What follows belongs to an exercise in optimizing a design on an open flow for small area; a production flow would make more cautious choices.
Function was checked by simulation only, so behaviour that the tests miss may differ from the original.

==> inputs of fjord <==
==> flow/design.v (excerpt) <==
module smdec_chip (
    input  wire        clk,
    input  wire        rst,           
    input  wire        cfg_valid,     
    input  wire        cfg_variant,   
    input  wire        cfg_legal,     
    input  wire        chip_valid,
    input  wire        chip,
    output reg         ev_valid,
    output wire [31:0] ev_time,
    output wire [3:0]  ev_unit,
    output wire        ev_on,
    output wire        ev_green,
    output wire        ev_left,
    output wire        ev_right,
    output wire        ev_running,
    output wire        ev_unknown,
    output reg  [7:0]  ev_header
);
    localparam [2:0] H_I = 3'd0, H_SP = 3'd1, H_S = 3'd2, H_L = 3'd3,
                     H_R = 3'd4, H_C = 3'd5, H_A = 3'd6;
    reg        configured;
    reg        variant;
    reg        last_bit;
    reg [10:0] run;           
    reg [11:0] nsl;           
    reg        idle_val;
    reg [9:0]  win;           
    reg [3:0]  cc;            
    reg [3:0]  bc;            
    reg        f1;            
    reg        f2;            
    reg [17:0] acc;           
    reg [5:0]  sum;           
    reg [3:0]  d6;            
    reg [2:0]  hdr;           
    reg [20:0] tim;
    reg        u10;
    reg        on_r, run_r, unk_r;
    reg [2:0]  hc;
    wire step = configured && chip_valid;
    wire        same    = (chip == last_bit);
    wire [10:0] run_n   = same ? ((&run) ? run : run + 11'd1) : 11'd1;
    wire [11:0] nsl_inc = (&nsl) ? nsl : nsl + 12'd1;
    wire idle   = same && (variant ? (run >= 11'd100)  : (run >= 11'd10));
    wire offrun = same && (variant ? (run >= 11'd1000) : (run >= 11'd100));
    wire ka_due = variant ? (nsl >= 12'd4000) : (nsl >= 12'd700);
    wire e_in = variant ? chip : (chip == idle_val);
    wire       full      = (cc == 4'd9);
    wire       frame_ok  = !win[1] && e_in;
  ...
clock: 36.0 ns
lec_check: 0
cap_margin: 20
core_margin: 2
core_utilization: 40
place_density: 0.6
slew_margin: 20
run.sh (not shown) runs the stock make flow with config.mk's settings and CLKGATE_MAP_FILE= SYNTH_SCRIPT=/design/flow/synth_recipe.tcl, a recipe that flattens the netlist after the stock synthesis.
==> inputs of xenon, as changes to fjord <==
--- a/flow/design.v
+++ b/flow/design.v
@@ -79,16 +79,61 @@
     wire grp_end   = (cc[1:0] == 2'd3);
     wire fast_adv  = variant && !idle && f2;
     wire fast_frame = fast_adv && last_grp && grp_end;
     wire        h_first = variant ? (bc == 4'd0) : b1;
     wire        h_m6    = !variant && b2;
-    wire [17:0] hA      = h_first ? 18'd0 : acc;
     wire [3:0]  hx      = variant ? {chip, win[9:7]} :
                           b9 ? d6 : b8 ? 4'd0 : B[3:0];
-    wire [20:0] h_op1   = {hA[17:4], (h_m6 ? {1'b0, hA[3:0]} : {hA[3:0], 1'b0}), 2'b00};
-    wire [20:0] horner  = h_op1 + {2'b00, hA, 1'b0} + {17'd0, hx};
-    wire gt = horner > tim;
+    wire [17:0] gA      = h_first ? 18'd0 : acc;
+    wire q   = hx[0];
+    wire s0  = h_m6 ? (hx[1] | hx[3]) : hx[1];
+    wire s1  = hx[2];
+    wire hci = h_m6 & hx[3];
+    wire e1  = h_m6 & (hx[2] | hx[3]);
+    wire e2  = !h_m6 & hx[3];
+    wire [19:0] op1;
+    assign op1[0]     = s0;
+    assign op1[1]     = h_m6 ? gA[0] : s1;
+    assign op1[2]     = h_m6 ? gA[1] : gA[0];
+    assign op1[3]     = h_m6 ? gA[2] : gA[1];
+    assign op1[4]     = h_m6 ? gA[3] : gA[2];
+    assign op1[5]     = !h_m6 & gA[3];
+    assign op1[19:6]  = gA[17:4];
+    wire [19:0] op2   = {2'b00, gA};
+    wire [20:0] hcy;             
+    wire [20:0] he;              
+    wire [19:0] R;
+    assign hcy[0] = hci;
+    assign he[0] = 1'b0;
+    assign he[1] = e1;
+    genvar gi;
+    generate
+        for (gi = 0; gi < 20; gi = gi + 1) begin : g_h
+            wire s = op1[gi] ^ op2[gi] ^ hcy[gi];
+            assign hcy[gi+1] = (op1[gi] & op2[gi]) | (op1[gi] & hcy[gi]) | (op2[gi] & hcy[gi]);
+            if (gi == 0) begin : g0
+                assign R[gi] = s;
+            end else begin : gn
+                assign R[gi] = s ^ he[gi];
+                if (gi == 1) begin : g1
+                    assign he[2] = (s & he[1]) | e2;
+                end else begin : g2
+                    assign he[gi+1] = s & he[gi];
+                end
+            end
+        end
+    endgenerate
+    wire [20:0] horner = {R, q};
+    wire [21:0] gk;
+    assign gk[0] = 1'b0;
+    generate
+        for (gi = 0; gi < 21; gi = gi + 1) begin : g_c
+            assign gk[gi+1] = (horner[gi] & ~tim[gi]) | (horner[gi] & gk[gi]) |
+                              (~tim[gi] & gk[gi]);
+        end
+    endgenerate
+    wire gt = gk[21];
     wire std_frame = byte_done && ((b8 && f2) || (b9 && f1));
     wire do_frame  = variant ? fast_frame : std_frame;
     wire do_off    = offrun && on_r;
     wire do_ka     = idle && !do_off && ka_due;
     wire       inc   = (!variant && b9 && u10) ? f2 : gt;
==> flow/flow/run.sh (new file) <==
#!/bin/bash
# Layout flow: the standard synthesis (unchanged, registers and their
# cells kept), then an area-oriented ABC re-mapping of the combinational logic
# between those registers, then the standard layout steps from floorplan on.
# Each tool's output goes to a log file of its own in this folder.
set -euo pipefail
R="$PWD/orfs/results/$FLOW_PLATFORM/smdec_chip/base"
YOSYS="${YOSYS_EXE:-$FLOW_HOME/../tools/install/yosys/bin/yosys}"
command -v "$YOSYS" >/dev/null 2>&1 || YOSYS=yosys

bash standard.sh synth > synth.log 2>&1
cp "$R/1_2_yosys.v" std_1_2_yosys.v

LIB="$FLOW_HOME/platforms/$FLOW_PLATFORM/lib/sky130_fd_sc_hd__tt_025C_1v80.lib" \
IN="$PWD/std_1_2_yosys.v" OUT="$PWD/reabc_1_2_yosys.v" ABC_SCRIPT="$PWD/flow/area.abc" \
    "$YOSYS" -c flow/reabc.tcl > reabc.log 2>&1

cp reabc_1_2_yosys.v "$R/1_2_yosys.v"
rm -f "$R/1_synth.odb"
bash standard.sh > layout.log 2>&1
==> flow/flow/area.abc (new file) <==
&get -n
&st
&deepsyn -T 30
&put
dch -f
amap
mfs2
strash
&get -n
&st
&deepsyn -T 30
&put
dch -f
amap
topo
==> flow/flow/reabc.tcl (new file) <==
# Re-map the combinational logic of the standard synthesis netlist for area.
# Registers (and tie cells) are kept as they are: same instances, names and cells.
set lib $::env(LIB)
yosys read_liberty -ignore_miss_func $lib
yosys blackbox sky130_fd_sc_hd__dfxtp_1 sky130_fd_sc_hd__edfxtp_1 sky130_fd_sc_hd__conb_1
yosys read_verilog $::env(IN)
yosys hierarchy -top smdec_chip
yosys stat -liberty $lib
yosys flatten
yosys opt_clean
yosys techmap
yosys opt -fast
yosys abc -liberty $lib -dont_use sky130_fd_sc_hd__lpflow_bleeder_1 -dont_use sky130_fd_sc_hd__lpflow_clkbufkapwr_1 -dont_use sky130_fd_sc_hd__lpflow_clkbufkapwr_16 -dont_use sky130_fd_sc_hd__lpflow_clkbufkapwr_2 -dont_use sky130_fd_sc_hd__lpflow_clkbufkapwr_4 -dont_use sky130_fd_sc_hd__lpflow_clkbufkapwr_8 -dont_use sky130_fd_sc_hd__lpflow_clkinvkapwr_1 -dont_use sky130_fd_sc_hd__lpflow_clkinvkapwr_16 -dont_use sky130_fd_sc_hd__lpflow_clkinvkapwr_2 -dont_use sky130_fd_sc_hd__lpflow_clkinvkapwr_4 -dont_use sky130_fd_sc_hd__lpflow_clkinvkapwr_8 -dont_use sky130_fd_sc_hd__lpflow_decapkapwr_12 -dont_use sky130_fd_sc_hd__lpflow_decapkapwr_3 -dont_use sky130_fd_sc_hd__lpflow_decapkapwr_4 -dont_use sky130_fd_sc_hd__lpflow_decapkapwr_6 -dont_use sky130_fd_sc_hd__lpflow_decapkapwr_8 -dont_use sky130_fd_sc_hd__lpflow_inputiso0n_1 -dont_use sky130_fd_sc_hd__lpflow_inputiso0p_1 -dont_use sky130_fd_sc_hd__lpflow_inputiso1n_1 -dont_use sky130_fd_sc_hd__lpflow_inputiso1p_1 -dont_use sky130_fd_sc_hd__lpflow_inputisolatch_1 -dont_use sky130_fd_sc_hd__lpflow_isobufsrc_1 -dont_use sky130_fd_sc_hd__lpflow_isobufsrc_16 -dont_use sky130_fd_sc_hd__lpflow_isobufsrc_2 -dont_use sky130_fd_sc_hd__lpflow_isobufsrc_4 -dont_use sky130_fd_sc_hd__lpflow_isobufsrc_8 -dont_use sky130_fd_sc_hd__lpflow_isobufsrckapwr_16 -dont_use sky130_fd_sc_hd__lpflow_lsbuf_lh_hl_isowell_tap_1 -dont_use sky130_fd_sc_hd__lpflow_lsbuf_lh_hl_isowell_tap_2 -dont_use sky130_fd_sc_hd__lpflow_lsbuf_lh_hl_isowell_tap_4 -dont_use sky130_fd_sc_hd__lpflow_lsbuf_lh_isowell_4 -dont_use sky130_fd_sc_hd__lpflow_lsbuf_lh_isowell_tap_1 -dont_use sky130_fd_sc_hd__lpflow_lsbuf_lh_isowell_tap_2 -dont_use sky130_fd_sc_hd__lpflow_lsbuf_lh_isowell_tap_4 -dont_use sky130_fd_sc_hd__probe_p_8 -dont_use sky130_fd_sc_hd__probec_p_8  -script $::env(ABC_SCRIPT)
yosys opt_clean -purge
yosys splitnets
yosys opt_clean -purge
yosys hilomap -singleton -hicell sky130_fd_sc_hd__conb_1 HI -locell sky130_fd_sc_hd__conb_1 LO
yosys insbuf -buf sky130_fd_sc_hd__buf_4 A X
yosys opt_clean -purge
yosys rename -enumerate
yosys hierarchy -top smdec_chip
yosys check
yosys stat -liberty $lib
yosys write_verilog -noattr -noexpr -nohex -nodec $::env(OUT)
==> flow/standard.sh (new file) <==
#!/bin/bash
# synth_recipe.tcl (not shown) runs the flow's synth.tcl, then flattens the netlist and writes it again
# the make line also repeats each setting of config.mk as NAME=value (left out here)
make -C /OpenROAD-flow-scripts/flow DESIGN_CONFIG=/design/flow/config.mk WORK_HOME=/design/flow/orfs CLKGATE_MAP_FILE= SYNTH_SCRIPT=/design/flow/synth_recipe.tcl "${@:-finish}"
ABC_AREA = 1   (was unset)
CORE_UTILIZATION = 75   (was 40)
CTS_BUF_LIST = sky130_fd_sc_hd__clkbuf_16   (was unset)
CTS_CLUSTER_DIAMETER = 100   (was unset)
CTS_CLUSTER_SIZE = 40   (was unset)
PLACE_DENSITY = 0.85   (was 0.6)
removed: flow/run.sh
==> inputs of nickel, as changes to fjord <==
--- a/flow/design.v
+++ b/flow/design.v
@@ -79,16 +79,61 @@
     wire grp_end   = (cc[1:0] == 2'd3);
     wire fast_adv  = variant && !idle && f2;
     wire fast_frame = fast_adv && last_grp && grp_end;
     wire        h_first = variant ? (bc == 4'd0) : b1;
     wire        h_m6    = !variant && b2;
-    wire [17:0] hA      = h_first ? 18'd0 : acc;
     wire [3:0]  hx      = variant ? {chip, win[9:7]} :
                           b9 ? d6 : b8 ? 4'd0 : B[3:0];
-    wire [20:0] h_op1   = {hA[17:4], (h_m6 ? {1'b0, hA[3:0]} : {hA[3:0], 1'b0}), 2'b00};
-    wire [20:0] horner  = h_op1 + {2'b00, hA, 1'b0} + {17'd0, hx};
-    wire gt = horner > tim;
+    wire [17:0] gA      = h_first ? 18'd0 : acc;
+    wire q   = hx[0];
+    wire s0  = h_m6 ? (hx[1] | hx[3]) : hx[1];
+    wire s1  = hx[2];
+    wire hci = h_m6 & hx[3];
+    wire e1  = h_m6 & (hx[2] | hx[3]);
+    wire e2  = !h_m6 & hx[3];
+    wire [19:0] op1;
+    assign op1[0]     = s0;
+    assign op1[1]     = h_m6 ? gA[0] : s1;
+    assign op1[2]     = h_m6 ? gA[1] : gA[0];
+    assign op1[3]     = h_m6 ? gA[2] : gA[1];
+    assign op1[4]     = h_m6 ? gA[3] : gA[2];
+    assign op1[5]     = !h_m6 & gA[3];
+    assign op1[19:6]  = gA[17:4];
+    wire [19:0] op2   = {2'b00, gA};
+    wire [20:0] hcy;             
+    wire [20:0] he;              
+    wire [19:0] R;
+    assign hcy[0] = hci;
+    assign he[0] = 1'b0;
+    assign he[1] = e1;
+    genvar gi;
+    generate
+        for (gi = 0; gi < 20; gi = gi + 1) begin : g_h
+            wire s = op1[gi] ^ op2[gi] ^ hcy[gi];
+            assign hcy[gi+1] = (op1[gi] & op2[gi]) | (op1[gi] & hcy[gi]) | (op2[gi] & hcy[gi]);
+            if (gi == 0) begin : g0
+                assign R[gi] = s;
+            end else begin : gn
+                assign R[gi] = s ^ he[gi];
+                if (gi == 1) begin : g1
+                    assign he[2] = (s & he[1]) | e2;
+                end else begin : g2
+                    assign he[gi+1] = s & he[gi];
+                end
+            end
+        end
+    endgenerate
+    wire [20:0] horner = {R, q};
+    wire [21:0] gk;
+    assign gk[0] = 1'b0;
+    generate
+        for (gi = 0; gi < 21; gi = gi + 1) begin : g_c
+            assign gk[gi+1] = (horner[gi] & ~tim[gi]) | (horner[gi] & gk[gi]) |
+                              (~tim[gi] & gk[gi]);
+        end
+    endgenerate
+    wire gt = gk[21];
     wire std_frame = byte_done && ((b8 && f2) || (b9 && f1));
     wire do_frame  = variant ? fast_frame : std_frame;
     wire do_off    = offrun && on_r;
     wire do_ka     = idle && !do_off && ka_due;
     wire       inc   = (!variant && b9 && u10) ? f2 : gt;
ABC_AREA = 1   (was unset)
CORE_UTILIZATION = 75   (was 40)
CTS_BUF_LIST = sky130_fd_sc_hd__clkbuf_8   (was unset)
PLACE_DENSITY = 0.85   (was 0.6)
==> impl_metrics.toml <==
[final_layout]
postLayoutCellArea_sq_um = 6500

[worst_setup_path]
arrival_ns = 15.14
cp.depth = 41

[pwr]
comb-power_mw = 0.0136
switching_share_pct = 24.0

[die]
die-area_sq_um = 8460

[place]
dp.cells = 868

[status]
status = "complete, no violations"
The numbers above come from xenon.

==> impl_metrics.toml <==
[worst_setup_path]
arrival_ns = 11.89
cp.depth = 17
worstSetupEndpointType = "flip-flop"

[die]
die-area_sq_um = 20300

[status]
status = "complete, no violations"

[final_layout]
postLayoutCellArea_sq_um = 8520

[place]
dp.cells = 1143
The numbers above come from fjord.

==> impl_metrics.toml <==
[status]
status = "complete, no violations"

[route]
drtIter0Drc = 598

[pwr]
switching_share_pct = 29.6
comb-power_mw = 0.0384
finalPower_mw = 0.234
seq_power_share_pct = 54.6

[worst_setup_path]
arrival_ns = 16.70

[final_layout]
postLayoutCellArea_sq_um = 7160

[flow_run]
maxCapViolCount = 0

[clock_network]
path_clk_slew_ns = 0.11

[die]
initial_core_util_pct = 78.4
The numbers above come from nickel.

==> separate check: timing with driven ports <==
The results above use ideal ports. As a check the final layouts listed here were re-extracted and re-timed, cells and wires unchanged.
Step 1 assumes that a clkbuf_16 drives the clock port and a buf_2 every other input.
Step 2 moves the port delays by t, midway between the first and last clock arrival at a register: inputs arrive t later, outputs are due t later. That takes back most of the time a late clock gives input paths.
Slacks: ideal / step 1 / step 2; pairs: ideal / step 1.
run	shift t [ns]	slack for setup (ns)	hold slack, ns	latest minus earliest clock arrival (ns)	worst slew at a driven data input, ns
fjord	0.400	24.356 / 24.375 / 23.975	0.471 / 0.471 / 0.471	0.009 / 0.009	0.03
xenon	0.379	21.121 / 21.135 / 20.757	0.466 / 0.466 / 0.466	0.009 / 0.009	0.04
nickel	0.407	19.601 / 19.612 / 19.205	0.484 / 0.484 / 0.484	0.017 / 0.017	0.04
After both steps setup and hold are still met in every run listed. The setup slack of nickel, which loses most, moves by +0.011 ns with the drivers and by -0.396 ns with both steps.
